What follows belongs to an exercise in optimizing a design on an open flow for small area and a short achievable clock period; a production flow would make more cautious choices.
The RTL was checked by simulation tests, not by an equivalence proof against the original design.
No activity file was given, so power comes from the tool's default toggle rates.

==> inputs of run M <==
==> flow/design.v <==
module minifloat_unit (
    input  wire        clk,
    input  wire [4:0]  op,
    input  wire [31:0] a,
    input  wire [31:0] b,
    output wire [31:0] y,
    output wire [1:0]  st
);
    wire [11:0] ahi_d;
    wire [4:0]  tz_d;
    wire        or_d;
    mf_front u_front (.op(op), .a(a), .b(b[7:0]), .ahi(ahi_d), .tz(tz_d), .or19_11(or_d));
    reg [4:0]  op_q;
    reg [7:0]  p_q;        
    reg [11:0] ahi_q;      
    reg [2:0]  amid_q;     
    reg        a16_q;      
    reg        or_q;       
    reg [4:0]  tz_q;       
    always @(posedge clk) begin
        op_q   <= op;
        p_q    <= a[7:0];
        ahi_q  <= ahi_d;
        amid_q <= a[10:8];
        a16_q  <= a[16];
        or_q   <= or_d;
        tz_q   <= tz_d;
    end
    wire [7:0] lo_d;
    wire [8:0] hi_d;
    wire [1:0] st_d;
    mf_core u_core (.op(op_q), .p(p_q), .q(ahi_q[11:4]), .lt(ahi_q[3]), .d(ahi_q[2:0]), .ahi(ahi_q), .amid(amid_q),
                    .a16(a16_q), .or19_11(or_q), .tz(tz_q), .lo(lo_d), .hi(hi_d), .st(st_d));
    reg [7:0]  lo_q;
    reg [8:0]  hi_q;      
    reg [1:0]  st_q;
    always @(posedge clk) begin
        lo_q <= lo_d;
        hi_q <= hi_d;
        st_q <= st_d;
    end
    assign y  = {hi_q[8:7], {4{hi_q[6]}}, hi_q[5:0], 12'd0, lo_q};
    assign st = st_q;
endmodule
module mf_front (
    input  wire [4:0]  op,
    input  wire [31:0] a,
    input  wire [7:0]  b,
    output wire [11:0] ahi,       
    output wire [4:0]  tz,        
    output wire        or19_11
);
    wire       vv = (op == 5'd9) || (op[4:2] == 3'b011 && op[1:0] != 2'b11);
    wire [7:0] q  = {b[7] ^ (op == 5'd13), b[6:0]};
    wire       lt = (a[6:4] < b[6:4]);
    wire [2:0] d  = lt ? (b[6:4] - a[6:4]) : (a[6:4] - b[6:4]);
    assign ahi = vv ? {q, lt, d} : a[31:20];
    assign or19_11 = |a[19:11];
    wire [23:0] g = {1'b1, a[22:0]};
    wire [5:0]  z;                   
    wire [11:0] l;                   
    genvar i;
    generate
        for (i = 0; i < 6; i = i + 1) begin : grp
            wire [3:0] w = g[4*i+3:4*i];
            assign z[i]         = ~|w;
            assign l[2*i+1]     = ~w[0] & ~w[1];
            assign l[2*i]       = ~w[0] & (w[1] | ~w[2]);
        end
    endgenerate
    wire [5:0] first = {z[4] & z[3] & z[2] & z[1] & z[0],
                        ~z[4] & z[3] & z[2] & z[1] & z[0],
                        ~z[3] & z[2] & z[1] & z[0],
                        ~z[2] & z[1] & z[0],
                        ~z[1] & z[0],
                        ~z[0]};
    assign tz[4]   = z[3] & z[2] & z[1] & z[0];
    assign tz[3]   = z[1] & z[0] & ~(z[2] & z[3]);
    assign tz[2]   = first[1] | first[3] | first[5];
    assign tz[1:0] = ({2{first[0]}} & l[1:0])  | ({2{first[1]}} & l[3:2])  |
                     ({2{first[2]}} & l[5:4])  | ({2{first[3]}} & l[7:6])  |
                     ({2{first[4]}} & l[9:8])  | ({2{first[5]}} & l[11:10]);
endmodule
module mf_core (
    input  wire [4:0]  op,
    input  wire [7:0]  p,
    input  wire [7:0]  q,
    input  wire        lt,
    input  wire [2:0]  d,
    input  wire [11:0] ahi,       
    input  wire [2:0]  amid,      
    input  wire        a16,
    input  wire        or19_11,
    input  wire [4:0]  tz,
    output reg  [7:0]  lo,        
    output wire [8:0]  hi,        
    output reg  [1:0]  st
);
    wire op_norm = (op == 5'd10);
    wire op_mul  = (op == 5'd14);
    wire [7:0]  v_l   = lt ? q : p;                   
    wire [7:0]  v_s  = lt ? p : q;                   
    wire [3:0]  ml   = v_l[3:0];
    wire [10:0] xs   = {7'd0, v_s[3:0]} << d;
    wire        same = (p[7] == q[7]);
    wire        hi0  = (xs[10:4] == 7'd0);
    wire        sgt  = !hi0 || (xs[3:0] > ml);       
    wire        tie  = hi0 && (xs[3:0] == ml);
    wire [9:0]  sum  = xs[9:0] + {6'd0, ml};
    wire [9:0]  dif1 = xs[9:0] - {6'd0, ml};
    wire [3:0]  dif2 = ml - xs[3:0];
    wire [9:0]  add_m    = same ? sum : (sgt ? dif1 : {6'd0, dif2});
    wire        add_s    = same ? p[7] : (sgt ? v_s[7] : v_l[7]);
    wire        add_zero = !same && tie;
    wire [3:0] esum      = {1'b0, p[6:4]} + {1'b0, q[6:4]};
    wire       mul_s     = p[7] ^ q[7];
    wire [7:0] mul_p     = p[3:0] * q[3:0];
    wire       mul_under = (esum < 4'd2);
    wire       mul_sat   = (esum > 4'd8);
    wire [2:0] mul_e     = esum[2:0] - 3'd2;
    wire norm_big = (ahi[11:7] != 5'd0) || (ahi[3:0] != 4'd0) || or19_11 || amid[2];
    wire [2:0] n_e   = op_norm ? ahi[6:4] : (op_mul ? mul_e : v_l[6:4]);
    wire [9:0] n_m   = op_norm ? {amid[1:0], p} : (op_mul ? {2'd0, mul_p} : add_m);
    wire       n_sat = op_norm ? norm_big : (op_mul && mul_sat);
    reg  [2:0] k;
    reg  [3:0] mo;
    always @* begin
        casez (n_m)
            10'b1?????????: begin k = 3'd6; mo = n_m[9:6]; end
            10'b01????????: begin k = 3'd5; mo = n_m[8:5]; end
            10'b001???????: begin k = 3'd4; mo = n_m[7:4]; end
            10'b0001??????: begin k = 3'd3; mo = n_m[6:3]; end
            10'b00001?????: begin k = 3'd2; mo = n_m[5:2]; end
            10'b000001????: begin k = 3'd1; mo = n_m[4:1]; end
            default:        begin k = 3'd0; mo = n_m[3:0]; end
        endcase
    end
    wire       n_s = n_sat || (n_e == 3'd7) || (k > n_e);
    wire [6:0] n_y = n_s ? 7'h70 : {n_e - k, mo};
    wire       vs = p[7];
    wire [2:0] ve = p[6:4];
    wire [3:0] vm = p[3:0];
    reg  [1:0] lp;
    reg  [2:0] fr;
    always @* begin
        casez (vm)
            4'b1???: begin lp = 2'd3; fr = vm[2:0]; end
            4'b01??: begin lp = 2'd2; fr = {vm[1:0], 1'b0}; end
            4'b001?: begin lp = 2'd1; fr = {vm[0], 2'b0}; end
            default: begin lp = 2'd0; fr = 3'd0; end
        endcase
    end
    wire [7:0]  xexp   = 8'd125 + {5'd0, ve} + {6'd0, lp};
    wire [11:0] tof_hi = (vm == 4'd0) ? {vs, 11'd0} : {vs, xexp, fr};
    assign hi = (op == 5'd15) ? {tof_hi[11:10], tof_hi[9], tof_hi[5:0]} : 9'd0;
    wire       fs   = ahi[11];
    wire [7:0] fx   = ahi[10:3];
    wire [3:0] top  = {1'b1, ahi[2:0]};
    wire       xz   = (fx == 8'd0);
    wire       fz   = (tz == 5'd23);
    wire       xlo  = (fx < 8'd125);               
    wire       xhi  = (fx > 8'd147);               
    wire [4:0] u    = fx[4:0] + 5'd3;              
    wire [5:0] qp   = {1'b0, u} + {1'b0, tz};      
    wire       low  = xlo || (!xhi && (qp < 6'd23));
    wire       high = xhi || (qp > 6'd29);
    wire [2:0] eb   = qp[2:0] + 3'd1;              
    wire       tge  = (tz >= 5'd20);
    wire [3:0] mt   = top >> tz[1:0];              
    wire [2:0] c    = 3'd4 - tz[2:0];              
    wire [3:0] e2   = {1'b0, eb} - {1'b0, c};      
    wire       e2ok = (tz >= 5'd14) && !e2[3];
    wire [6:0] inr  = (high || !(tge || e2ok)) ? 7'h70 : (tge ? {eb, mt} : {e2[2:0], top});
    wire       xabs = xz ? !fz : low;
    wire [7:0] xy   = xz ? {fs, 7'd0} : {fs, inr};
    wire [1:0] ash  = 2'd0 - fx[1:0];              
    wire [6:0] alo  = xlo ? 7'd0 : ((fx <= 8'd128) ? {3'd0, top >> ash} : 7'h70);
    wire [7:0] ay   = xz ? {fs, 7'd0} : (low ? {fs, alo} : {fs, inr});
    always @* begin
        lo = 8'd0;
        st = 2'd0;
        case (op)
            5'd0:  lo = 8'd0;
            5'd1:  lo = 8'h21;
            5'd2:  lo = {a16, amid, p[3:0]};
            5'd3:  lo = {7'd0, p[7]};
            5'd4:  lo = {5'd0, p[6:4]};
            5'd5:  lo = {4'd0, p[3:0]};
            5'd6:  lo = {7'd0, p[7]};
            5'd7:  lo = {7'd0, ~p[7]};
            5'd8:  lo = (p[6:0] == 7'd0) ? 8'd0 : (p[7] ? 8'hFF : 8'h01);
            5'd9:  lo = {7'd0, (p == q)};
            5'd10: lo = {1'b0, n_y};
            5'd11: lo = p ^ 8'h80;
            5'd12, 5'd13: lo = add_zero ? 8'd0 : {add_s, n_y};
            5'd14: lo = mul_under ? {mul_s, 7'd0} : {mul_s, n_y};
            5'd15: lo = 8'd0;
            5'd16: begin
                if (xabs) st = 2'd1;
                else      lo = xy;
            end
            5'd17: lo = ay;
            default: st = 2'd2;
        endcase
    end
endmodule
==> flow/flow/run.sh <==
#!/bin/bash
# Own layout flow: the standard ORFS flow (standard.sh) with these changes.
#  1. Synthesis is synth_recipe.tcl unchanged except that ABC maps the
#     request-stage module mf_front with flow/abc_front.script and the rest
#     with flow/abc.script (registers, flattening and renaming as standard).
#  2. Ports are buffered with sky130_fd_sc_hd__buf_1 instead of the delay
#     buffer buffer_ports picks by default.
#  3. Yosys maps adders to plain gates for ABC (no full/half-adder cells).
#  4. repair_timing aims at a setup margin of flow/margin.txt ns, so that it
#     works on the datapath rather than stopping once the 15 ns clock is met.
# Each tool's full output stays in orfs/logs/; make's own output goes to
# make_finish.log in this folder.
set -euo pipefail
HERE=$(pwd)
MARGIN=$(cat flow/margin.txt)
cat > my_synth.tcl <<EOT
proc abc {args} {
  set i [lsearch -exact \$args -script]
  set front \$args
  lset front [expr {\$i + 1}] $HERE/flow/abc_front.script
  yosys abc {*}\$front mf_front
  set rest \$args
  lset rest [expr {\$i + 1}] $HERE/flow/abc.script
  yosys abc {*}\$rest
}
EOT
cat synth_recipe.tcl >> my_synth.tcl
bash standard.sh SYNTH_SCRIPT=$HERE/my_synth.tcl SETUP_SLACK_MARGIN=$MARGIN \
  "BUFFER_PORTS_ARGS=-buffer_cell sky130_fd_sc_hd__buf_1" ADDER_MAP_FILE= finish > make_finish.log 2>&1
==> flow/flow/abc.script <==
strash
balance
 rewrite
 refactor
 balance
 rewrite
 rewrite -z
 balance
 refactor -z
 rewrite -z
 balance
balance
 rewrite
 refactor
 balance
 rewrite
 rewrite -z
 balance
 refactor -z
 rewrite -z
 balance
dch -f
map -B 0.9
topo
==> flow/flow/abc_front.script <==
strash
balance
 rewrite
 refactor
 balance
 rewrite
 rewrite -z
 balance
 refactor -z
 rewrite -z
 balance
balance
 rewrite
 refactor
 balance
 rewrite
 rewrite -z
 balance
 refactor -z
 rewrite -z
 balance
dch -f
map -B 0.9
topo
buffer -c
upsize -c
dnsize -c
==> flow/flow/margin.txt <==
11.3
==> flow/standard.sh <==
#!/bin/bash
# synth_recipe.tcl (not shown) runs the flow's synth.tcl, then flattens the netlist and writes it again
# the make line also repeats each setting of config.mk as NAME=value (left out here)
make -C /OpenROAD-flow-scripts/flow DESIGN_CONFIG=/design/flow/config.mk WORK_HOME=/design/flow/orfs CLKGATE_MAP_FILE= SYNTH_SCRIPT=/design/flow/synth_recipe.tcl "${@:-finish}"
==> flow/config.mk <==
export PLATFORM = sky130hd
export DESIGN_NAME = minifloat_unit
export DESIGN_NICKNAME = minifloat_unit
export VERILOG_FILES = /design/flow/design.v
export SDC_FILE = /design/flow/constraint.sdc
export NUM_CORES = 4
export LEC_CHECK = 0
export CAP_MARGIN = 20
export CORE_MARGIN = 2
export CORE_UTILIZATION = 55
export CTS_BUF_LIST = sky130_fd_sc_hd__clkbuf_4 sky130_fd_sc_hd__clkbuf_8
export CTS_CLUSTER_DIAMETER = 60
export CTS_CLUSTER_SIZE = 24
export SLEW_MARGIN = 20
export SYNTH_HIERARCHICAL = 1
export SYNTH_MINIMUM_KEEP_SIZE = 0
==> flow/constraint.sdc <==
create_clock -name core_clock -period 15.0 [get_ports {clk}]
set_input_delay 3.0000 -clock core_clock [delete_from_list [all_inputs] [get_ports {clk}]]
set_output_delay 3.0000 -clock core_clock [all_outputs]
set_load 0.01 [all_outputs]
==> run Z (differences from run M) <==
==> flow/flow/abc.script (replaced) <==
strash
dc2
balance
 rewrite
 refactor
 balance
 rewrite
 rewrite -z
 balance
 refactor -z
 rewrite -z
 balance
&get -n
&deepsyn -T 120
&put
dch -f
map -B 0.9
topo
==> flow/flow/margin.txt (replaced) <==
11.2
==> run G (differences from run M) <==
--- a/flow/flow/abc.script
+++ b/flow/flow/abc.script
@@ -21,4 +21,8 @@
  balance
 dch -f
 map -B 0.9
+amap
 topo
+buffer -c
+upsize -c
+dnsize -c
==> flow/flow/margin.txt (replaced) <==
11.2
==> notes <==
- Combinational power: run G > run M > run Z.
- Cell area, lowest first: run Z, run M, run G.
- Non-clock buffer count: run Z is lower than run M (5).
- Against run G, the first-iteration DRC count of run Z is higher by 14%.
- Sequential share of layout area: run Z > run M > run G.
- Run Z produced a clean layout. Run G completed without violations. Run M finished with timing, DRC and antenna clean.
- Synthesized cell count: run G is lower than run Z (about 4%).
- Core utilization, highest first: run G, run M, run Z.

[port drivers added, routing unchanged]
In the flow no input, the clock included, has a driving cell. The finished layouts below were timed again as built, in two steps. Step 1, drivers: a clkbuf_16 drives clk and a buf_2 each remaining input, both assumed. Step 2 also shifts input and output timing later by t, the mid clock arrival at the registers, as if the neighbouring blocks saw the same clock. a / b / c = ideal / step 1 / step 2; a / b = the first two.
run	shift t [ns]	slack for setup (ns)	worst slew at a driven data input, ns
run M	0.349	11.209 / 11.171 / 10.948	0.07
run Z	0.344	11.195 / 11.160 / 10.975	0.04
run G	0.334	10.452 / 10.452 / 10.452	0.04
After both steps setup and hold are still met in every run listed. For run M, which loses most, drivers alone change the setup slack by -0.038 ns; drivers and shift together by -0.261 ns.
